Background: an optimization exercise with open tools, aiming at a short achievable clock period and few clock cycles per item. Do not read the settings as production practice.
In this exercise RTL edits were held to simulation tests only and were not proved equivalent to the original.
Power figures rest on the tool's default switching activity, not on a simulated workload.

==> design/flow/design.v <==
module dint_encoder (
    input  wire         clk,
    input  wire         rst,
    input  wire         start,
    input  wire [31:0]  n_in,
    input  wire [31:0]  max_n,
    input  wire [15:0]  esc_lo,
    output reg          src_rd_en,
    output reg  [29:0]  src_rd_addr,
    input  wire [31:0]  src_rd_data,
    output reg          enc_rd_en,
    output reg  [4:0]   enc_rd_size,
    output reg  [511:0] enc_rd_block,
    input  wire         enc_rd_hit,
    input  wire [15:0]  enc_rd_cw,
    output reg          out_valid,
    output reg  [15:0]  out_data,
    output reg          busy,
    output reg          done,
    output reg  [15:0]  err_code,
    output reg  [31:0]  dst_used,
    output reg  [31:0]  int_count,
    output reg  [31:0]  cw_count,
    output reg  [31:0]  lit_count,
    output reg  [31:0]  universe
);
    localparam [15:0] ERR_NONE  = 16'h0000;
    localparam [15:0] ERR_RANGE = 16'h0304;
    localparam W  = 40;      
    localparam WX = W + 16;  
    localparam QD = 8;       
    localparam QS = 3;       
    integer i, j, k;
    reg [15:0] esc;
    reg [31:0] n_r, max_r;
    reg        first;         
    reg        run;           
    reg [31:0] win [0:W-1];   
    reg [5:0]  ps;            
    reg [W-1:0] tr;           
    reg        rdv1;          
    reg        rdv;           
    reg [W-1:0] ins;          
    reg [31:0] reads_left;    
    reg        all_arr;       
    reg [31:0] din;           
    reg [4:0]  h_iss, h_kn, h_ht;
    reg [15:0] h_cw [0:4];
    reg [4:0]  s_iss, s_kn, s_ht;
    reg [15:0] s_cw [0:4];
    reg        s_v;
    reg [4:0]  dq;            
    reg        x1_v, x1_s;
    reg [4:0]  x1_oh;
    reg        x0_v, x0_s;
    reg [4:0]  x0_oh;
    reg        q_lit [0:QD-1];
    reg [31:0] q_dat [0:QD-1];
    reg [2:0]  q_rp, q_wp;
    reg [3:0]  q_cnt;
    reg [1:0]  ophase;
    reg [31:0] lit_v;
    reg [WX-1:0] tx;          
    reg [31:0]   wx [0:WX-1];
    reg [31:0]   wcur [0:W-1];
    always @(*) begin
        for (i = 0; i < W; i = i + 1)
            wcur[i] = ({32{ps[0]}} & win[i]) |
                      ({32{ps[1]}} & ((i + 1  < W) ? win[(i + 1)  % W] : 32'd0)) |
                      ({32{ps[2]}} & ((i + 2  < W) ? win[(i + 2)  % W] : 32'd0)) |
                      ({32{ps[3]}} & ((i + 4  < W) ? win[(i + 4)  % W] : 32'd0)) |
                      ({32{ps[4]}} & ((i + 8  < W) ? win[(i + 8)  % W] : 32'd0)) |
                      ({32{ps[5]}} & ((i + 16 < W) ? win[(i + 16) % W] : 32'd0));
        for (i = 0; i < WX; i = i + 1) begin
            if (i < W) begin
                tx[i] = tr[i];
                wx[i] = ins[i] ? din : wcur[i];
            end else begin
                tx[i] = 1'b0;
                wx[i] = 32'd0;
            end
        end
    end
    wire [4:0] dok0  = {tx[0],  tx[1],  tx[3],  tx[7],  tx[15]};
    wire [4:0] dok1  = {tx[1],  tx[2],  tx[4],  tx[8],  tx[16]};
    wire [4:0] dok2  = {tx[2],  tx[3],  tx[5],  tx[9],  tx[17]};
    wire [4:0] dok4  = {tx[4],  tx[5],  tx[7],  tx[11], tx[19]};
    wire [4:0] dok8  = {tx[8],  tx[9],  tx[11], tx[15], tx[23]};
    wire [4:0] dok16 = {tx[16], tx[17], tx[19], tx[23], tx[31]};
    wire [4:0] exh  = all_arr ? dok0 : 5'b11111;
    wire       hv   = tx[0];
    wire [4:0] candh = ~h_iss & dok0;
    wire       anyh  = |candh;
    wire [4:0] xh = (x1_v && !x1_s) ? x1_oh : 5'd0;
    function [4:0] first1;   
        input [4:0] v;
        begin
            first1 = 5'd0;
            if      (v[0]) first1 = 5'b00001;
            else if (v[1]) first1 = 5'b00010;
            else if (v[2]) first1 = 5'b00100;
            else if (v[3]) first1 = 5'b01000;
            else if (v[4]) first1 = 5'b10000;
        end
    endfunction
    function [4:0] doksel;
        input [4:0] oh;
        begin
            doksel = ({5{oh[0]}} & dok16) | ({5{oh[1]}} & dok8) | ({5{oh[2]}} & dok4) |
                     ({5{oh[3]}} & dok2)  | ({5{oh[4]}} & dok1);
        end
    endfunction
    function [25:0] decide;
        input hyp;
        reg [4:0] kn, ht, mne, res_at, a_oh, ap_oh, cand, candr, cands;
        reg [5:0] pre, off;
        reg       lit, resolved, keepr, keeps, ts;
        integer   m;
        begin
            kn = h_kn | xh;
            ht = h_ht | (hyp ? xh : 5'd0);
            mne = (kn & ~ht) | ~exh;
            pre[0] = 1'b1;
            for (m = 0; m < 5; m = m + 1) pre[m+1] = pre[m] & mne[m];
            for (m = 0; m < 5; m = m + 1) res_at[m] = pre[m] & exh[m] & ht[m];
            lit = pre[5] & hv;
            a_oh = res_at | {lit, 4'd0};
            resolved = |a_oh;
            ap_oh = first1(ht);
            if (ht == 5'd0) ap_oh = 5'b10000;
            keepr = s_v & |(dq & a_oh);
            keeps = s_v & |(dq & ap_oh);
            candr = ~(keepr ? s_iss : 5'd0) & doksel(a_oh);
            cands = ~(keeps ? s_iss : 5'd0) & doksel(ap_oh);
            if (resolved) begin
                cand = candr; ts = 1'b0;
                off = {a_oh[0], a_oh[1], a_oh[2], a_oh[3], a_oh[4], 1'b0};
            end else if (anyh) begin
                cand = candh; ts = 1'b0;
                off = 6'b000001;
            end else begin
                cand = cands; ts = 1'b1;
                off = {1'b0, ap_oh[1], ap_oh[2], ap_oh[3], ap_oh[4], 1'b0};
            end
            decide = {resolved, lit, a_oh, |cand, ts, first1(cand), off, ap_oh, keeps};
        end
    endfunction
    wire [25:0] dec0 = decide(1'b0);
    wire [25:0] dec1 = decide(1'b1);
    wire        hit  = enc_rd_hit;
    wire [25:0] dec  = hit ? dec1 : dec0;
    wire [5:0] sh0  = (dec0[25] & run) ? {dec0[19], dec0[20], dec0[21], dec0[22], dec0[23], 1'b0} : 6'b000001;
    wire [5:0] sh1  = (dec1[25] & run) ? {dec1[19], dec1[20], dec1[21], dec1[22], dec1[23], 1'b0} : 6'b000001;
    wire [5:0] off0 = dec0[11:6];
    wire [5:0] off1 = dec1[11:6];
    reg [W-1:0]  wtn0, wtn1;
    wire [5:0]   off = hit ? off1 : off0;
    reg [511:0]  nblk;
    always @(*) begin
        for (i = 0; i < W; i = i + 1) begin
            wtn0[i] = (sh0[0] & tx[i])     | (sh0[1] & tx[i + 1]) | (sh0[2] & tx[i + 2]) |
                      (sh0[3] & tx[i + 4]) | (sh0[4] & tx[i + 8]) | (sh0[5] & tx[i + 16]);
            wtn1[i] = (sh1[0] & tx[i])     | (sh1[1] & tx[i + 1]) | (sh1[2] & tx[i + 2]) |
                      (sh1[3] & tx[i + 4]) | (sh1[4] & tx[i + 8]) | (sh1[5] & tx[i + 16]);
        end
        for (k = 0; k < 16; k = k + 1)
            nblk[32*k +: 32] = ({32{off[0]}} & wx[k])     | ({32{off[1]}} & wx[k + 1]) |
                               ({32{off[2]}} & wx[k + 2]) | ({32{off[3]}} & wx[k + 4]) |
                               ({32{off[4]}} & wx[k + 8]) | ({32{off[5]}} & wx[k + 16]);
    end
    wire [WX-1:0] bnd = ~tx & {tx[WX-2:0], 1'b1};
    reg  [W-1:0]  bsh0, bsh1;
    always @(*) begin
        for (i = 0; i < W; i = i + 1) begin
            bsh0[i] = (sh0[0] & bnd[i])     | (sh0[1] & bnd[i + 1]) | (sh0[2] & bnd[i + 2]) |
                      (sh0[3] & bnd[i + 4]) | (sh0[4] & bnd[i + 8]) | (sh0[5] & bnd[i + 16]);
            bsh1[i] = (sh1[0] & bnd[i])     | (sh1[1] & bnd[i + 1]) | (sh1[2] & bnd[i + 2]) |
                      (sh1[3] & bnd[i + 4]) | (sh1[4] & bnd[i + 8]) | (sh1[5] & bnd[i + 16]);
        end
    end
    wire       d_res  = dec[25] & run;
    wire       d_lit  = dec[24];
    wire [4:0] d_a    = dec[23:19];
    wire       d_tv   = dec[18];
    wire       d_ts   = dec[17];
    wire [4:0] d_tj   = dec[16:12];
    wire [5:0] d_off  = dec[11:6];
    wire [4:0] d_ap   = dec[5:1];
    wire       d_keep = dec[0];
    wire       keep_r  = s_v & |(dq & d_a);
    wire       stall   = (q_cnt >= QS);
    wire       d_issue = run & d_tv & ~stall;
    wire [4:0] iss_m   = d_issue ? d_tj : 5'd0;
    reg [4:0]  ha_kn, ha_ht, sa_kn, sa_ht;
    reg [15:0] ha_cw [0:4];
    reg [15:0] sa_cw [0:4];
    always @(*) begin
        for (j = 0; j < 5; j = j + 1) begin
            ha_kn[j] = h_kn[j] | (x1_v & ~x1_s & x1_oh[j]);
            ha_ht[j] = h_ht[j] | (x1_v & ~x1_s & x1_oh[j] & enc_rd_hit);
            ha_cw[j] = (x1_v & ~x1_s & x1_oh[j]) ? enc_rd_cw : h_cw[j];
            sa_kn[j] = s_kn[j] | (x1_v & x1_s & x1_oh[j]);
            sa_ht[j] = s_ht[j] | (x1_v & x1_s & x1_oh[j] & enc_rd_hit);
            sa_cw[j] = (x1_v & x1_s & x1_oh[j]) ? enc_rd_cw : s_cw[j];
        end
    end
    reg [15:0] res_cw;
    always @(*) begin
        res_cw = 16'd0;
        for (j = 0; j < 5; j = j + 1)
            res_cw = res_cw | ({16{d_a[j]}} & ha_cw[j]);
    end
    wire [5:0] sh = d_res ? {d_a[0], d_a[1], d_a[2], d_a[3], d_a[4], 1'b0} : 6'b000001;
    wire last_tok = all_arr & ~((d_a[0] & tx[16]) | (d_a[1] & tx[8]) | (d_a[2] & tx[4]) |
                                (d_a[3] & tx[2])  | (d_a[4] & tx[1]));
    wire fin_now = d_res & last_tok;
    wire q_empty = (q_cnt == 4'd0);
    wire pop     = (ophase == 2'd0) && !q_empty;
    wire byp     = (ophase == 2'd0) && q_empty && d_res;
    wire push    = d_res && !byp;
    wire       e_lit = pop ? q_lit[q_rp] : d_lit;
    wire [31:0] e_dat = pop ? q_dat[q_rp] : (d_lit ? wcur[0] : {16'd0, res_cw});
    wire emit    = pop | byp;
    wire        rd_now  = src_rd_en;
    wire [31:0] rl_next = reads_left - {31'd0, rd_now};
    wire        room    = (rd_now & rdv1) ? ~tx[W-3] : (rd_now | rdv1) ? ~tx[W-2] : ~tx[W-1];
    always @(posedge clk) begin
        if (rst) begin
            busy      <= 1'b0;
            done      <= 1'b0;
            out_valid <= 1'b0;
            run       <= 1'b0;
            src_rd_en <= 1'b0;
            enc_rd_en <= 1'b0;
            rdv1      <= 1'b0;
            rdv       <= 1'b0;
            x0_v      <= 1'b0;
            x1_v      <= 1'b0;
            q_cnt     <= 4'd0;
            q_rp      <= 3'd0;
            q_wp      <= 3'd0;
            ophase    <= 2'd0;
        end else begin
            done      <= 1'b0;
            out_valid <= 1'b0;
            if (rdv) universe <= universe + din;
            if (!busy) begin
                src_rd_en   <= 1'b0;
                enc_rd_en   <= 1'b0;
                rdv1        <= 1'b0;
                rdv         <= 1'b0;
                ins         <= {W{1'b0}};
                x0_v        <= 1'b0;
                x1_v        <= 1'b0;
                esc         <= esc_lo;
                n_r         <= n_in;
                max_r       <= max_n;
                reads_left  <= n_in;
                src_rd_addr <= 30'd0;
                tr          <= {W{1'b0}};
                ps          <= 6'b000001;
                all_arr     <= 1'b0;
                h_iss <= 5'd0; h_kn <= 5'd0; h_ht <= 5'd0;
                s_iss <= 5'd0; s_kn <= 5'd0; s_ht <= 5'd0;
                s_v   <= 1'b0; dq <= 5'b10000;
                q_cnt <= 4'd0; q_rp <= 3'd0; q_wp <= 3'd0;
                ophase <= 2'd0;
                if (start) begin
                    err_code   <= ERR_NONE;
                    dst_used   <= 32'd0;
                    int_count  <= 32'd0;
                    cw_count   <= 32'd0;
                    lit_count  <= 32'd0;
                    universe   <= 32'd0;
                    busy      <= 1'b1;
                    run       <= 1'b1;
                    first     <= 1'b1;
                    src_rd_en <= 1'b1;
                end
            end else begin
                reads_left <= rl_next;
                if (rd_now) src_rd_addr <= src_rd_addr + 30'd1;
                rdv1      <= rd_now;
                rdv       <= rdv1;
                src_rd_en <= ((|reads_left[31:1]) || (reads_left[0] && !rd_now)) && room;
                all_arr   <= (rl_next == 32'd0) && !rd_now;
                for (i = 0; i < W; i = i + 1) begin
                    tr[i]  <= hit ? (wtn1[i] | (rdv1 & ((i == 0) ? 1'b1 : wtn1[(i + W - 1) % W])))
                                  : (wtn0[i] | (rdv1 & ((i == 0) ? 1'b1 : wtn0[(i + W - 1) % W])));
                    ins[i] <= rdv1 & (hit ? bsh1[i] : bsh0[i]);
                end
                if (d_res) begin
                    if (keep_r) begin
                        h_iss <= s_iss | iss_m; h_kn <= sa_kn; h_ht <= sa_ht;
                        for (j = 0; j < 5; j = j + 1) h_cw[j] <= sa_cw[j];
                    end else begin
                        h_iss <= iss_m; h_kn <= 5'd0; h_ht <= 5'd0;
                    end
                    s_v <= 1'b0;
                    s_iss <= 5'd0; s_kn <= 5'd0; s_ht <= 5'd0;
                end else begin
                    h_kn <= ha_kn; h_ht <= ha_ht;
                    for (j = 0; j < 5; j = j + 1) h_cw[j] <= ha_cw[j];
                    if (!d_ts) begin
                        h_iss <= h_iss | iss_m;
                        s_kn  <= sa_kn; s_ht <= sa_ht;
                        for (j = 0; j < 5; j = j + 1) s_cw[j] <= sa_cw[j];
                    end else begin
                        dq  <= d_ap;
                        s_v <= 1'b1;
                        if (d_keep) begin
                            s_kn <= sa_kn; s_ht <= sa_ht;
                            for (j = 0; j < 5; j = j + 1) s_cw[j] <= sa_cw[j];
                            s_iss <= s_iss | iss_m;
                        end else begin
                            s_kn <= 5'd0; s_ht <= 5'd0;
                            s_iss <= iss_m;
                        end
                    end
                end
                x1_oh <= x0_oh;
                if (d_res) begin
                    x1_v <= x0_v & x0_s & keep_r;
                    x1_s <= 1'b0;
                end else if (d_ts && !d_keep) begin
                    x1_v <= x0_v & ~x0_s;
                    x1_s <= x0_s;
                end else begin
                    x1_v <= x0_v;
                    x1_s <= x0_s;
                end
                x0_v  <= d_issue;
                x0_s  <= d_ts & ~d_res;
                x0_oh <= d_tj;
                enc_rd_en    <= d_issue;
                ps           <= hit ? sh1 : sh0;
                if (push) q_wp <= q_wp + 3'd1;
                if (pop) q_rp <= q_rp + 3'd1;
                q_cnt <= q_cnt + {3'd0, push} - {3'd0, pop};
                if (fin_now) run <= 1'b0;
                if (emit) begin
                    out_valid <= 1'b1;
                    cw_count  <= cw_count + 32'd1;
                    if (e_lit) begin
                        ophase    <= 2'd1;
                        lit_count <= lit_count + 32'd1;
                    end
                end else if (ophase == 2'd1) begin
                    out_valid <= 1'b1;
                    ophase    <= 2'd2;
                end else if (ophase == 2'd2) begin
                    out_valid <= 1'b1;
                    ophase    <= 2'd0;
                end
                if (emit || ophase != 2'd0) dst_used <= dst_used + 32'd2;
                first <= 1'b0;
                if (first) int_count <= n_r;
                if (first && (n_r > max_r || n_r == 32'd0)) begin
                    if (n_r > max_r) err_code <= ERR_RANGE;
                    int_count <= 32'd0;
                    done      <= 1'b1;
                    busy      <= 1'b0;
                    run       <= 1'b0;
                    src_rd_en <= 1'b0;
                    rdv1      <= 1'b0;
                    enc_rd_en <= 1'b0;
                end
                if ((byp && fin_now && !d_lit) ||
                    (pop && !run && q_cnt == 4'd1 && !q_lit[q_rp]) ||
                    (ophase == 2'd2 && q_empty && !run)) begin
                    done      <= 1'b1;
                    busy      <= 1'b0;
                    enc_rd_en <= 1'b0;
                    x0_v      <= 1'b0;
                end
            end
        end
    end
    always @(posedge clk) begin
        din <= src_rd_data;
        for (i = 0; i < W; i = i + 1) win[i] <= wx[i];
        enc_rd_block <= nblk;
        q_lit[q_wp]  <= d_lit;
        q_dat[q_wp]  <= d_lit ? wcur[0] : {16'd0, res_cw};
        enc_rd_size  <= {d_tj[0], d_tj[1], d_tj[2], d_tj[3], d_tj[4]};
        if (ophase == 2'd0) lit_v <= e_dat;
        if (emit)
            out_data <= e_lit ? esc : e_dat[15:0];
        else if (ophase == 2'd1)
            out_data <= lit_v[15:0];
        else
            out_data <= lit_v[31:16];
    end
endmodule
==> design/flow/run.sh <==
#!/bin/bash
# synth_recipe.tcl (not shown) runs the flow's synth.tcl, then flattens the netlist and writes it again
# the make line also repeats each setting of config.mk as NAME=value (left out here)
make -C /OpenROAD-flow-scripts/flow DESIGN_CONFIG=/design/flow/config.mk WORK_HOME=/design/flow/orfs CLKGATE_MAP_FILE= SYNTH_SCRIPT=/design/flow/synth_recipe.tcl finish
==> design/flow/config.mk <==
export PLATFORM = sky130hd
export DESIGN_NAME = dint_encoder
export DESIGN_NICKNAME = dint_encoder
export VERILOG_FILES = /design/flow/design.v
export SDC_FILE = /design/flow/constraint.sdc
export NUM_CORES = 4
export LEC_CHECK = 0
export ABC_CLOCK_PERIOD_IN_PS = 2500
export CAP_MARGIN = 20
export CELL_PAD_IN_SITES_DETAIL_PLACEMENT = 1
export CELL_PAD_IN_SITES_GLOBAL_PLACEMENT = 1
export CORE_MARGIN = 2
export CORE_UTILIZATION = 30
export SETUP_SLACK_MARGIN = 3.6
export SLEW_MARGIN = 20
==> design/flow/constraint.sdc <==
create_clock -name core_clock -period 7.0 [get_ports {clk}]
set_input_delay 1.4000 -clock core_clock [delete_from_list [all_inputs] [get_ports {clk}]]
set_output_delay 1.4000 -clock core_clock [all_outputs]
set_load 0.01 [all_outputs]
==> results.py, run 1 <==
metrics = {
    "flow_run": {
        "drv_cap": 0,
    },
    "floorplan": {
        "die_h_um": 706,
        "start_util_pct": 30.1,
        "rows": 257,
        "core_area_um2": 490000,
        "die_area_um2": 498000,
        "dieWidth_um": 706,
        "io_pins": 876,
    },
    "synth": {
        "synth_top_cells_by_area": "dfxtp_1, edfxtp_1, a22oi_1, a222oi_1, a21oi_1",
        "yosysSeqAreaShare_pct": 43.5,
        "synthDistinctLibCells": 106,
        "synth_area_um2": 148000,
        "synth_top_area_cell": "dfxtp_1",
        "yosys_warnings": 8,
        "synth_top_area_share_pct": 25.3,
        "synth_edf_count": 894,
        "ys.flop_type": "dfxtp_1",
        "syn-mean-instance-area_um2": 8.94,
        "synth-async-reset-ratio_pct": 0,
        "synth_seq_cells": 2764,
        "syn_inst": 16540,
    },
    "worst_hold_path": {
        "hp-class": "reg2reg",
        "worstHoldPathCells": 0,
        "hold-path-endpoint": "x1_oh[0]$_DFFE_PP_",
        "worstHoldStart": "x0_oh[0]$_DFFE_PP_",
    },
    "route": {
        "totalWireLength_mm": 867,
        "ant_nets": 0,
        "drt_iter0_drc": 27272,
        "via_count": 161013,
        "vias_per_cell": 6.75,
        "dr.pass1.iters": 15,
        "wl_per_cell_um": 36.4,
        "drc_errors": 0,
    },
    "critical_path": {
        "reg2reg_depth": 12,
        "required_ns": 7.75,
        "cp_data_arrival_time_ns": 4.58,
        "cp_slowest_cell": "edfxtp_1",
        "crit_path_start_kind": "register",
        "end_kind": "register",
        "worstReg2RegStart": "all_arr$_SDFFCE_PN0N_",
        "crit_path_cell_trace": "nor2b_4 > buf_4 > o221ai_2 > nor2_1 > buf_6 > a32o_2 > a2111oi_4 > o32ai_2 > or4_4 > a2bb2o_4 > buf_8 > o32ai_4",
        "path_max_fanout": 8,
        "reg2reg_slack_ns": 3.17,
        "critical_path.reg2reg.endpoint": "h_iss[1]$_SDFFCE_PN0P_",
        "crit_type": "reg2reg",
        "max_stage_delay_ns": 0.55,
    },
    "run_status": {
        "status": "no timing/DRC/antenna violations",
    },
    "sta": {
        "grt_setup_unrepaired": "yes",
        "setup_tns_ns": 0,
        "finalHoldViolations": 0,
        "skew_ns": 0.0903,
        "fmax_ghz": 0.261,
        "finalSetupViolations": 0,
        "period_needed_ns": 3.83,
        "fin_crit_sh_pct": 54.7,
        "worstMarginPinSlew_ns": 1.31,
        "max_slew_margin_pct": 12.4,
        "fin_ws_ns": 3.17,
        "drv_slew": 0,
    },
    "final_layout": {
        "drive_gt1_share_pct": 16.8,
        "area_growth_syn_to_layout_pct": 29.0,
        "multi_input_area_um2": 81500,
        "seq_area_um2": 64600,
        "fin_nets": 17228,
        "fill_cells": 54732,
    },
    "power": {
        "ir_worst_vdd_mv": 0.195,
        "leakagePower_nw": 70.7,
        "powerDensity_nw_per_um2": 257,
    },
    "clock_network": {
        "cts_buffers": 343,
        "cts_tree": "done",
        "cts.htree.levels": 5,
        "root_buffer": "clkbuf_16",
        "clock-sinks": 2764,
        "cts.path.max_buffers": 4,
        "path_clk_slew_ns": 0.06,
        "clk_latency_ns": 1.06,
    },
    "grt": {
        "track_usage_pct": 31.0,
        "grt_pass1_vias": 151439,
        "antenna_found_initial": 64,
        "grt_pass1_wl_mm": 1160,
        "grt_overflow": 0,
        "grt_start_max_net_pins": 178,
    },
    "placed_design": {
        "io_buffers": 861,
        "dp_slack_ns": 1.67,
        "globalplace.congestion": 0.893,
        "hpwl_mm": 501,
    },
}
-- worst max-delay path, delay by kind of cell (launching register included) --
| kind | cells | cell delay [ns] |
|---|---|---|
| simple gates | 3 | 0.89 |
| compound gates | 6 | 1.63 |
| flops | 1 | 0.55 |
| buf+inv | 3 | 0.47 |
-- worst max-delay path by stage --
stage / startpoint / end / slack (ns) / cells past startpoint
6_report: all_arr$_SDFFCE_PN0N_ / h_iss[1]$_SDFFCE_PN0P_ / 3.17 / 12
5_1_grt: all_arr$_SDFFCE_PN0N_ / h_iss[1]$_SDFFCE_PN0P_ / 3.14 / 12
4_1_cts: x1_s$_SDFFCE_PP0P_ / enc_rd_block[362]$_DFF_P_ / 3.40 / 19
3_5_place_dp: all_arr$_SDFFCE_PN0N_ / enc_rd_block[430]$_DFF_P_ / 1.67 / 10
3_3_place_gp: enc_rd_hit / enc_rd_block[493]$_DFF_P_ / 1.74 / 9
2_1_floorplan: rst / h_cw[0][0]$_DFFE_PP_ / 1.39 / 4
-- placed cells by master (no fill, tap or decap), types with 96 or more instances in the layout --
master	instances
nand2_1	1051
clkdlybuf4s50_1	454
o21ai_0	145
a22oi_2	310
nand3_1	1278
xor2_1	97
clkbuf_16	465
buf_12	174
dfxtp_1	1722
a21oi_1	1422
mux2i_1	241
buf_6	111
nor3_1	197
a222oi_1	849
buf_16	127
buf_4	504
inv_1	111
a22oi_1	2801
nor2_1	1433
a22o_1	285
dlygate4sd2_1	406
dfxtp_2	96
edfxtp_1	894
-- registers in the layout, indices dropped and copies added (netlist names), 16 cells and up, named ones only --
register,count
cw_count,32
din,32
dst_used,31
enc_rd_block,512
esc,16
h_cw,80
ins,40
int_count,32
lit_count,32
lit_v,32
max_r,32
n_r,32
out_data,16
q_dat,256
reads_left,32
s_cw,80
src_rd_addr,30
tr,40
universe,32
win,1280
-- final cells by class --
class	instances	share of cell area [%]
antenna	69	0.0906
clock buffer	486	5.19
clock inverter	140	0.885
inverter	124	0.276
multi-input combinational	11821	42.8
sequential	2764	33.9
tap	6475	4.25
timing repair buffer	1953	12.6
timing repair inverter	6	0.0499
-- metrics by stage --
step / total power [W] / hold WS, ns / utilization (%) / cell area [um2] / instances
4_1_cts: 0.0477 / 0.424 / 36.8 / 180000 / 23401
5_1_grt: 0.0504 / 0.432 / 38.9 / 191000 / 23788
3_3_place_gp: 0.0285 / 0.403 / 33.0 / 162000 / 22440
2_1_floorplan: 0.0239 / 0.400 / - / 148000 / 16553
3_5_place_dp: 0.0285 / 0.409 / 33.0 / 162000 / 22441
6_report: 0.0491 / 0.421 / 38.9 / 191000 / 23838
-- per-layer routing --
layer	share of wire, %	wire (um)	up-vias	track usage (%)
met2	42	367000	10714	46.3
met3	11	99000	2345	7.43
met4	7.4	63800	44	17.5
met5	0.075	649	-	0
li1	-	-	66271	-
met1	39	337000	81639	40.8
-- power breakdown --
group | switching [W] | internal [W] | total (W)
Combinational | 0.00613 | 0.00416 | 0.0103
Clock | 0.00807 | 0.0108 | 0.0188
Sequential | 0.00195 | 0.0180 | 0.0199
-- synthesized netlist by cell type (64+ instances only) --
cell type,count
a222oi_1,849
nor3_1,220
nor2_1,1460
mux4_2,66
a211oi_1,64
o22ai_1,69
buf_1,210
o21ai_0,165
a22oi_1,3111
mux2_2,81
a21oi_1,1492
ha_1,81
xor2_1,97
a22o_1,285
inv_1,122
and2_1,93
nand2_1,1142
edfxtp_1,894
clkbuf_1,1466
nand3_1,1374
buf_2,147
mux2i_1,246
dfxtp_1,1870
a221oi_1,115
-- timing repair --
item	4_1_cts	5_1_grt
pin swaps	250	875
resized for setup	1170	1067
hold buffers	0	0
setup endpoints to repair	1850	1127
buffers inserted	245	203
gates cloned	89	165
-- cells by family after synthesis --
family / count (synthesis) / synth area share [%]
multiplexers: 393 / 3.29
other: 1 / 0.00254
flip-flops: 2764 / 43.5
adder cells (fa/ha/maj): 83 / 0.713
buffers and inverters: 1980 / 5.24
AND/OR/NAND/NOR: 4664 / 14.2
AO/OA/AOI/OAI: 6501 / 32.2
XOR/XNOR: 154 / 0.913
Testbench counts, summed over its fixed seeds: cycles 33,267, items 23,793.
==> run 2, diff against run 1 <==
--- a/design/flow/design.v
+++ b/design/flow/design.v
@@ -88,7 +88,9 @@
     wire [4:0] dok8  = {tx[8],  tx[9],  tx[11], tx[15], tx[23]};
     wire [4:0] dok16 = {tx[16], tx[17], tx[19], tx[23], tx[31]};
-    wire [4:0] exh  = all_arr ? dok0 : 5'b11111;
+    reg  [4:0] exh;           
     wire       hv   = tx[0];
-    wire [4:0] candh = ~h_iss & dok0;
+    wire [4:0] hi    = h_iss | ((x0_v && !x0_s) ? x0_oh : 5'd0);
+    wire [4:0] si    = s_iss | ((x0_v &&  x0_s) ? x0_oh : 5'd0);
+    wire [4:0] candh = ~hi & dok0;
     wire       anyh  = |candh;
     wire [4:0] xh = (x1_v && !x1_s) ? x1_oh : 5'd0;
@@ -131,6 +133,6 @@
             keepr = s_v & |(dq & a_oh);
             keeps = s_v & |(dq & ap_oh);
-            candr = ~(keepr ? s_iss : 5'd0) & doksel(a_oh);
-            cands = ~(keeps ? s_iss : 5'd0) & doksel(ap_oh);
+            candr = ~(keepr ? si : 5'd0) & doksel(a_oh);
+            cands = ~(keeps ? si : 5'd0) & doksel(ap_oh);
             if (resolved) begin
                 cand = candr; ts = 1'b0;
@@ -169,4 +171,13 @@
                                ({32{off[4]}} & wx[k + 8]) | ({32{off[5]}} & wx[k + 16]);
     end
+    reg [W-1:0] trn0, trn1;
+    always @(*) begin
+        for (i = 0; i < W; i = i + 1) begin
+            trn0[i] = wtn0[i] | (rdv1 & ((i == 0) ? 1'b1 : wtn0[(i + W - 1) % W]));
+            trn1[i] = wtn1[i] | (rdv1 & ((i == 0) ? 1'b1 : wtn1[(i + W - 1) % W]));
+        end
+    end
+    wire [4:0] dokn0 = {trn0[0], trn0[1], trn0[3], trn0[7], trn0[15]};
+    wire [4:0] dokn1 = {trn1[0], trn1[1], trn1[3], trn1[7], trn1[15]};
     wire [WX-1:0] bnd = ~tx & {tx[WX-2:0], 1'b1};
     reg  [W-1:0]  bsh0, bsh1;
@@ -191,5 +202,4 @@
     wire       stall   = (q_cnt >= QS);
     wire       d_issue = run & d_tv & ~stall;
-    wire [4:0] iss_m   = d_issue ? d_tj : 5'd0;
     reg [4:0]  ha_kn, ha_ht, sa_kn, sa_ht;
     reg [15:0] ha_cw [0:4];
@@ -261,4 +271,5 @@
                 ps          <= 6'b000001;
                 all_arr     <= 1'b0;
+                exh         <= 5'b11111;
                 h_iss <= 5'd0; h_kn <= 5'd0; h_ht <= 5'd0;
                 s_iss <= 5'd0; s_kn <= 5'd0; s_ht <= 5'd0;
@@ -285,23 +296,23 @@
                 src_rd_en <= ((|reads_left[31:1]) || (reads_left[0] && !rd_now)) && room;
                 all_arr   <= (rl_next == 32'd0) && !rd_now;
+                exh       <= ((rl_next == 32'd0) && !rd_now) ? (hit ? dokn1 : dokn0) : 5'b11111;
                 for (i = 0; i < W; i = i + 1) begin
-                    tr[i]  <= hit ? (wtn1[i] | (rdv1 & ((i == 0) ? 1'b1 : wtn1[(i + W - 1) % W])))
-                                  : (wtn0[i] | (rdv1 & ((i == 0) ? 1'b1 : wtn0[(i + W - 1) % W])));
+                    tr[i]  <= hit ? trn1[i] : trn0[i];
                     ins[i] <= rdv1 & (hit ? bsh1[i] : bsh0[i]);
                 end
                 if (d_res) begin
                     if (keep_r) begin
-                        h_iss <= s_iss | iss_m; h_kn <= sa_kn; h_ht <= sa_ht;
+                        h_iss <= si; h_kn <= sa_kn; h_ht <= sa_ht;
                         for (j = 0; j < 5; j = j + 1) h_cw[j] <= sa_cw[j];
                     end else begin
-                        h_iss <= iss_m; h_kn <= 5'd0; h_ht <= 5'd0;
+                        h_iss <= 5'd0; h_kn <= 5'd0; h_ht <= 5'd0;
                     end
                     s_v <= 1'b0;
                     s_iss <= 5'd0; s_kn <= 5'd0; s_ht <= 5'd0;
                 end else begin
-                    h_kn <= ha_kn; h_ht <= ha_ht;
+                    h_kn <= ha_kn; h_ht <= ha_ht; h_iss <= hi;
                     for (j = 0; j < 5; j = j + 1) h_cw[j] <= ha_cw[j];
                     if (!d_ts) begin
-                        h_iss <= h_iss | iss_m;
+                        s_iss <= si;
                         s_kn  <= sa_kn; s_ht <= sa_ht;
                         for (j = 0; j < 5; j = j + 1) s_cw[j] <= sa_cw[j];
@@ -312,8 +323,8 @@
                             s_kn <= sa_kn; s_ht <= sa_ht;
                             for (j = 0; j < 5; j = j + 1) s_cw[j] <= sa_cw[j];
-                            s_iss <= s_iss | iss_m;
+                            s_iss <= si;
                         end else begin
                             s_kn <= 5'd0; s_ht <= 5'd0;
-                            s_iss <= iss_m;
+                            s_iss <= 5'd0;
                         end
                     end
==> run 2 against run 1 <==
Compared with the run above:
- via count down 1.0%
- non-clock buffer count down 50
- sequential cell count up 5
- critical path type unchanged
==> results.py, run 2 <==
metrics = {
    "critical_path": {
        "crit_path_cell_trace": "buf_4 > and3b_2 > o21ai_0 > nand2_2 > a21oi_4 > buf_6 > buf_6 > a311o_2 > buf_6 > buf_6 > nand2_8 > inv_8 > nand2b_4 > buf_8 > nor2_4 > buf_12 > buf_8 > buf_12",
        "crit_type": "reg2reg",
        "worst_path_most_repeated_cell": "buf_6",
        "end_kind": "register",
        "required_ns": 7.69,
        "cp_data_arrival_time_ns": 4.53,
        "path_max_fanout": 9,
        "max_stage_delay_ns": 0.45,
        "cp_slowest_cell": "edfxtp_1",
        "crit_path_start_kind": "register",
    },
    "synth": {
        "syn_inst": 15976,
        "yosysSeqAreaShare_pct": 44.1,
        "synth_area_um2": 146000,
        "synth-async-reset-ratio_pct": 0,
        "yosysMostFrequentCell": "a22oi_1",
        "synth_seq_cells": 2769,
        "ys.flop_type": "dfxtp_1",
        "synth_top_cells_by_area": "dfxtp_1, edfxtp_1, a22oi_1, a222oi_1, a21oi_1",
        "synth_top_area_cell": "dfxtp_1",
        "synthDistinctLibCells": 97,
        "yosys_warnings": 8,
        "synth_top_area_share_pct": 25.6,
        "syn-mean-instance-area_um2": 9.15,
        "synth_edf_count": 899,
        "synth_common_cells": "a22oi_1, dfxtp_1, clkbuf_1, a21oi_1, nor2_1",
    },
    "sta": {
        "fin_crit_sh_pct": 55.0,
        "skew_ns": 0.0651,
        "grt_setup_unrepaired": "yes",
        "fmax_ghz": 0.260,
        "finalHoldViolations": 0,
        "period_needed_ns": 3.85,
        "max_slew_margin_pct": 16.6,
        "drv_slew": 0,
        "setup_tns_ns": 0,
        "worstMarginPinSlew_ns": 1.25,
        "fin_ws_ns": 3.15,
        "finalSetupViolations": 0,
    },
    "power": {
        "pwr-share-clk_pct": 39.3,
        "seqPwrFrac_pct": 41.5,
        "p_switching_w": 0.0154,
        "ir_worst_vdd_mv": 0.196,
        "p_total_w": 0.0477,
        "powerDensity_nw_per_um2": 257,
        "switching_share_pct": 32.3,
        "p_int_w": 0.0323,
        "combPwrFrac_pct": 19.2,
        "leakagePower_nw": 68.7,
    },
    "floorplan": {
        "die_area_um2": 493000,
        "rows": 256,
        "start_util_pct": 30.1,
        "die_h_um": 702,
        "io_pins": 876,
        "core_area_um2": 486000,
        "dieWidth_um": 702,
    },
    "clock_network": {
        "cts.htree.levels": 5,
        "cts_tree": "done",
        "clk_latency_ns": 1.02,
        "cts_buffers": 342,
        "root_buffer": "clkbuf_16",
        "cts.path.max_buffers": 4,
        "path_clk_slew_ns": 0.06,
        "hold_buffers": 0,
        "clock-sinks": 2769,
    },
    "route": {
        "drt_iter0_drc": 30940,
        "wl_per_cell_um": 37.3,
        "totalWireLength_mm": 867,
        "drc_errors": 0,
        "dr.pass1.iters": 15,
        "vias_per_cell": 6.86,
        "via_count": 159329,
        "ant_nets": 0,
    },
    "placed_design": {
        "globalplace.congestion": 0.941,
        "io_buffers": 861,
        "dp_slack_ns": 1.77,
        "hpwl_mm": 500,
    },
    "final_layout": {
        "reg_top3": "win: 1280 flops, enc_rd_block: 512 flops, q_dat: 256 flops",
        "drive_gt1_share_pct": 14.1,
        "fill_cells": 54033,
        "seq_area_um2": 64900,
        "largest-register": "win",
        "multi_input_area_um2": 76800,
        "layout_commonest_cell": "a22oi_1",
        "largest_reg_flops": 1280,
        "fin_nets": 16614,
        "final_cell_mix": "a22oi_1, dfxtp_1, a21oi_1",
        "area_growth_syn_to_layout_pct": 27.1,
    },
    "grt": {
        "grt_pass1_vias": 152392,
        "antenna_found_initial": 112,
        "grt_pass1_wl_mm": 1200,
        "grt_start_max_net_pins": 167,
        "grt_overflow": 0,
        "track_usage_pct": 32.7,
    },
    "flow_run": {
        "drv_cap": 0,
    },
    "worst_hold_path": {
        "hp-class": "reg2reg",
    },
    "run_status": {
        "status": "no timing/DRC/antenna violations",
    },
}
run 2: power by group through the flow:
stage / Combinational [W] / Clock [W] / Sequential, W
floorplan: 0.00424 / 0 / 0.0192
global placement: 0.00747 / 0 / 0.0201
detailed placement: 0.00754 / 0 / 0.0200
CTS: 0.00853 / 0.0190 / 0.0197
global route: 0.00958 / 0.0196 / 0.0198
finish: 0.00916 / 0.0188 / 0.0198
run 2: worst paths after layout:
check                           slack, ns                     end                   start  cells past startpoint
worst min register to register       0.51  ophase[0]$_SDFFE_PN0P_  ophase[0]$_SDFFE_PN0P_                      2
worst max register to register       3.15    s_cw[4][3]$_DFFE_PP_      x1_s$_SDFFCE_PP0P_                     18
worst min-delay path                 0.51  ophase[0]$_SDFFE_PN0P_  ophase[0]$_SDFFE_PN0P_                      2
worst max-delay path                 3.15    s_cw[4][3]$_DFFE_PP_      x1_s$_SDFFCE_PP0P_                     18
run 2: worst max-delay path: cells and delay by family (launching register included):
kind | cells | cell delay (ns)
compound gates | 3 | 0.87
buf+inv | 10 | 1.31
flops | 1 | 0.45
simple gates | 5 | 0.89
run 2: what timing repair did:
action,4_1_cts,5_1_grt
endpoints found under the setup margin,1835,1071
pin swaps,446,438
gates resized for setup,1328,394
gates cloned,173,70
setup buffers,306,88
run 2: routing by layer:
metal / GRT usage [%] / part of all wire [%]
met5: 0 / 0.072
met4: 20.0 / 7.5
met3: 8.93 / 12
met2: 47.3 / 42
met1: 43.2 / 39
run 2: logic make-up (layout without fill, tap and decap cells):
group                      count (synthesis)  count (layout)  synth area share [%]
AOI/OAI and AO/OA                       6556            6558                  33.8
xor gates and xnor gates                 158             158                 0.946
buffers and inverters                   1987            2672                  5.25
muxes                                    378             378                  3.23
other                                      1              95               0.00256
adders and majority gates                 83              83                 0.720
DFF                                     2769            2769                  44.1
and+or+nand+nor                         4044            4047                  12.1
run 2: per-stage QoR:
stage	instance area [um2]	utilization [%]	hold slack, ns	std cells
2_1_floorplan	146000	-	0.442	15989
3_3_place_gp	160000	33.0	0.462	21863
3_5_place_dp	160000	33.0	0.476	21868
4_1_cts	182000	37.4	0.484	22971
5_1_grt	186000	38.2	0.520	23178
6_report	186000	38.2	0.511	23210
run 2: layout make-up:
cell class,count,share of cell area (%)
repair buffers,1903,12.8
clock inverters,139,0.871
multi-input cells,11238,41.3
well taps,6450,4.34
flip-flops and latches,2769,34.9
diodes,81,0.109
inverters,145,0.305
clock buffers,485,5.33
Testbench counts of run 2, summed over its fixed seeds: cycles 33,267, items 23,793.
==> run 3, diff against run 2 <==
--- a/design/flow/design.v
+++ b/design/flow/design.v
@@ -113,9 +113,28 @@
         end
     endfunction
+    reg [4:0] ca_tj [0:4];
+    reg [4:0] ca_tv, ca_keep;
+    reg [4:0] ca_c;
+    always @(*) begin
+        for (j = 0; j < 5; j = j + 1) begin
+            ca_keep[j] = s_v & dq[j];
+            case (j)
+                0: ca_c = dok16;
+                1: ca_c = dok8;
+                2: ca_c = dok4;
+                3: ca_c = dok2;
+                default: ca_c = dok1;
+            endcase
+            ca_c = ca_c & ~(ca_keep[j] ? si : 5'd0);
+            ca_tj[j] = first1(ca_c);
+            ca_tv[j] = |ca_c;
+        end
+    end
+    wire [4:0] tjh = first1(candh);
     function [25:0] decide;
         input hyp;
-        reg [4:0] kn, ht, mne, res_at, a_oh, ap_oh, cand, candr, cands;
+        reg [4:0] kn, ht, mne, res_at, a_oh, ap_oh, tjr, tjs, tj;
         reg [5:0] pre, off;
-        reg       lit, resolved, keepr, keeps, ts;
+        reg       lit, resolved, keeps, ts, tvr, tvs, tv;
         integer   m;
         begin
@@ -131,19 +150,23 @@
             ap_oh = first1(ht);
             if (ht == 5'd0) ap_oh = 5'b10000;
-            keepr = s_v & |(dq & a_oh);
-            keeps = s_v & |(dq & ap_oh);
-            candr = ~(keepr ? si : 5'd0) & doksel(a_oh);
-            cands = ~(keeps ? si : 5'd0) & doksel(ap_oh);
+            keeps = |(ap_oh & ca_keep);
+            tjr = 5'd0; tjs = 5'd0;
+            for (m = 0; m < 5; m = m + 1) begin
+                tjr = tjr | ({5{a_oh[m]}}  & ca_tj[m]);
+                tjs = tjs | ({5{ap_oh[m]}} & ca_tj[m]);
+            end
+            tvr = |(a_oh & ca_tv);
+            tvs = |(ap_oh & ca_tv);
             if (resolved) begin
-                cand = candr; ts = 1'b0;
+                tj = tjr; tv = tvr; ts = 1'b0;
                 off = {a_oh[0], a_oh[1], a_oh[2], a_oh[3], a_oh[4], 1'b0};
             end else if (anyh) begin
-                cand = candh; ts = 1'b0;
+                tj = tjh; tv = 1'b1; ts = 1'b0;
                 off = 6'b000001;
             end else begin
-                cand = cands; ts = 1'b1;
+                tj = tjs; tv = tvs; ts = 1'b1;
                 off = {1'b0, ap_oh[1], ap_oh[2], ap_oh[3], ap_oh[4], 1'b0};
             end
-            decide = {resolved, lit, a_oh, |cand, ts, first1(cand), off, ap_oh, keeps};
+            decide = {resolved, lit, a_oh, tv, ts, tj, off, ap_oh, keeps};
         end
     endfunction
==> run 3 against run 2 <==
Compared with the run above:
- clock power is 4% higher
- critical endpoint is now enc_rd_block[407]$_DFF_P_
- register-to-register slack worse by 0.10 ns
- area after synthesis is 2.5% higher
- count of clock-buffer cells in the layout is 4 lower
- routed wire length is 12% higher
- total power is 4.0% higher
- still clean
- highest routed layer unchanged
- die area is 2.4% higher
- clock skew is 0.0083 ns higher
- critical path type unchanged
- synthesized cell count is 4.3% higher
==> results.py, run 3 <==
metrics = {
    "clock_network": {
        "cts.path.max_buffers": 4,
        "clk_latency_ns": 1.03,
        "root_buffer": "clkbuf_16",
        "cts_tree": "done",
        "cts.htree.levels": 5,
        "path_clk_slew_ns": 0.06,
        "hold_buffers": 0,
        "clock-sinks": 2769,
        "cts_buffers": 341,
    },
    "final_layout": {
        "layout_commonest_cell": "a22oi_1",
        "drive_gt1_share_pct": 17.2,
        "largest_reg_flops": 1280,
        "reg_top3": "win: 1280 flops, enc_rd_block: 512 flops, q_dat: 256 flops",
        "largest-register": "win",
        "seq_area_um2": 64900,
        "fin_nets": 17611,
        "fill_cells": 55222,
        "final_cell_mix": "a22oi_1, dfxtp_1, a21oi_1",
        "multi_input_area_um2": 82100,
        "area_growth_syn_to_layout_pct": 32.3,
    },
    "synth": {
        "synth_top_family_by_area": "compound AO/OA/AOI/OAI gates",
        "synth_mux_area_share_pct": 3.06,
        "yosys_warnings": 9,
        "synth-async-reset-ratio_pct": 0,
        "synth_top_area_share_pct": 25.0,
        "synth_edf_count": 899,
        "synth_top_cells_by_area": "dfxtp_1, edfxtp_1, a22oi_1, a222oi_1, a21oi_1",
        "yosysSeqAreaShare_pct": 43.0,
        "synth_top_area_cell": "dfxtp_1",
        "ys.flop_type": "dfxtp_1",
        "yosys.area_share.simple_pct": 13.2,
        "synth_seq_cells": 2769,
        "yosysMostFrequentCell": "a22oi_1",
        "synth_common_cells": "a22oi_1, dfxtp_1, a21oi_1, nor2_1, clkbuf_1",
        "synthAdderAreaFrac_pct": 0.703,
        "synth-xor-area-share_pct": 0.871,
        "synth_compound_area_share_pct": 33.7,
        "synthDistinctLibCells": 99,
        "syn_inst": 16655,
        "synth_area_um2": 150000,
        "syn-mean-instance-area_um2": 9.00,
    },
    "grt": {
        "grt_overflow": 0,
        "grt_start_max_net_pins": 153,
        "track_usage_pct": 35.3,
        "globalRouteMet3Util_pct": 13.0,
        "grt_pass1_vias": 161907,
        "grt_pass1_wl_mm": 1310,
        "grt_util_met1_pct": 43.4,
        "antenna_found_initial": 146,
        "grtUsageMet2_pct": 50.0,
        "grt_busiest_layer": "met2",
    },
    "critical_path": {
        "critPathBufInv": 5,
        "cp_top_family": "buffers and inverters",
        "reg2reg_slack_ns": 3.05,
        "crit_path_cell_trace": "buf_6 > buf_4 > and3b_2 > a21oi_2 > nor2_4 > buf_12 > buf_12 > a222oi_1 > inv_1 > a221oi_2 > nand3_1",
        "path_max_fanout": 152,
        "max_stage_delay_ns": 0.59,
        "required_ns": 7.87,
        "crit_type": "reg2reg",
        "reg2reg_depth": 11,
        "end_kind": "register",
        "critical_path.reg2reg.endpoint": "enc_rd_block[407]$_DFF_P_",
        "worst_path_most_repeated_cell": "buf_12",
        "crit_path_start_kind": "register",
        "worstReg2RegStart": "x1_s$_SDFFCE_PP0P_",
        "cp_data_arrival_time_ns": 4.82,
        "cp_slowest_cell": "a222oi_1",
    },
    "sta": {
        "max_slew_margin_pct": 9.16,
        "worstMarginPinSlew_ns": 1.36,
        "skew_ns": 0.0734,
        "period_needed_ns": 3.95,
        "finalHoldViolations": 0,
        "fmax_ghz": 0.253,
        "finalSetupViolations": 0,
        "fin_crit_sh_pct": 56.4,
        "drv_slew": 0,
        "setup_tns_ns": 0,
        "grt_setup_unrepaired": "yes",
    },
    "route": {
        "drc_errors": 0,
        "ant_nets": 0,
        "totalWireLength_mm": 968,
        "wl_per_cell_um": 39.5,
        "drt_iter0_drc": 33004,
        "dr.pass1.iters": 15,
        "via_count": 170533,
        "vias_per_cell": 6.97,
    },
    "placed_design": {
        "globalplace.congestion": 0.924,
        "io_buffers": 861,
        "hpwl_mm": 538,
    },
    "flow_run": {
        "drv_cap": 0,
    },
    "floorplan": {
        "die_h_um": 711,
        "rows": 259,
        "core_area_um2": 497000,
        "dieWidth_um": 711,
        "io_pins": 876,
        "die_area_um2": 505000,
        "start_util_pct": 30.1,
    },
    "worst_hold_path": {
        "hp-class": "reg2reg",
        "worstHoldPathCells": 2,
        "worstHoldStart": "q_rp[1]$_SDFFE_PN0P_",
    },
    "power": {
        "powerDensity_nw_per_um2": 250,
        "p_total_w": 0.0496,
        "ir_worst_vdd_mv": 0.208,
        "leakagePower_nw": 73.8,
    },
    "run_status": {
        "status": "no timing/DRC/antenna violations",
    },
}
==> run 3: how the worst max path moves through the flow <==
stage                       startpoint                          to  slack [ns]  depth (start not counted)
floorplan                          rst  lit_count[0]$_SDFFCE_PN0P_        1.36                          5
global placement       x1_v$_SDFF_PN0_    enc_rd_block[57]$_DFF_P_        1.73                         11
detailed placement     x1_v$_SDFF_PN0_   enc_rd_block[505]$_DFF_P_        1.63                         11
CTS                 x1_s$_SDFFCE_PP0P_   enc_rd_block[465]$_DFF_P_        3.36                         14
global route        x1_s$_SDFFCE_PP0P_    enc_rd_block[54]$_DFF_P_        3.12                         18
finish              x1_s$_SDFFCE_PP0P_   enc_rd_block[407]$_DFF_P_        3.05                         11
==> run 3: metal layers <==
metal  up-vias  routed length [um]
li1      68124                   -
met1     85342              353000
met2     13535              393000
met3      3426              131000
met4       106               90200
met5         -                 921
==> run 3: kinds of logic (layout without fill, tap and decap cells) <==
logic type                 Yosys count  in the layout
AOI/OAI and AO/OA                 6790           6792
xor gates and xnor gates           149            149
adders and majority gates           83             83
buffers and inverters             2104           3113
DFF                               2769           2769
muxes                              363            363
other                                1            155
and+or+nand+nor                   4396           4401
==> run 3: timing repair <==
action	CTS	global route
setup buffers	446	170
gates cloned	216	100
pin swaps	319	561
resized for setup	1462	824
endpoints found under the setup margin	1820	1062
==> run 3: final cells by class <==
class                           instances  share of cell area (%)
Inverter                              227                   0.452
Timing Repair Buffer                 2254                    15.0
Clock inverter                        150                    1.04
Timing Repair inverter                  1                 0.00252
Tap cell                             6655                    4.20
Sequential cell                      2769                    32.7
Antenna cell                          141                   0.178
Multi-Input combinational cell      11802                    41.4
Clock buffer                          481                    5.00
==> run 3: where the power goes <==
group | switching [W] | internal (W)
registers | 0.00214 | 0.0180
logic | 0.00597 | 0.00396
clock network | 0.00816 | 0.0114
total | 0.0163 | 0.0334
==> run 3: worst reg2reg max path, delay by kind of cell, from the launching register on <==
family	cells	cell delay, ns
flip-flops	1	0.40
AND/OR/NAND/NOR	3	0.45
buffers and inverters	5	1.58
AO/OA/AOI/OAI	3	1.38
==> run 3: stage by stage <==
step / utilization (%) / area (um2) / worst slack [ns] / std cells / hold WS [ns]
after floorplan: - / 150000 / 1.36 / 16668 / 0.451
after global placement: 33.0 / 164000 / 1.73 / 22772 / 0.466
after detailed placement: 33.1 / 164000 / 1.63 / 22775 / 0.481
after CTS: 38.2 / 190000 / 3.36 / 24068 / 0.495
after global routing: 39.8 / 198000 / 3.12 / 24432 / 0.517
final: 39.9 / 198000 / 3.05 / 24480 / 0.500
Testbench counts of run 3, summed over its fixed seeds: cycles 33,267, items 23,793.

==> afterwards: timing with drivers on the ports <==
In the flow no input, the clock included, has a driving cell. The finished layouts below were timed again as built, in two steps.
Step 1, drivers: a clkbuf_16 drives clk and a buf_2 each remaining input, both assumed.
Step 2, shift: input delay + t, output delay - t, t = (earliest + latest rising clock arrival at the registers) / 2. This alone moves slack from input paths to output paths.
Slacks: no drivers / after step 1 / after step 2; pairs: no drivers / after step 1.
| run | t, ns | slack for setup (ns) | hold slack, ns | worst setup path after step 2 | worst data-port slew with drivers (ns) |
|---|---|---|---|---|---|
| run 1 | 1.145 | 3.168 / 3.168 / 2.241 | 0.421 / 0.421 / 0.421 | input to register | 0.08 |
| run 2 | 1.123 | 3.150 / 3.150 / 2.344 | 0.511 / 0.511 / 0.511 | input to register | 0.17 |
| run 3 | 1.139 | 3.049 / 3.049 / 2.215 | 0.500 / 0.500 / 0.500 | input to register | 0.47 |
After both steps setup and hold are still met in every run listed. For run 1, which loses most, drivers alone change the setup slack by 0.000 ns; drivers and shift together by -0.927 ns.
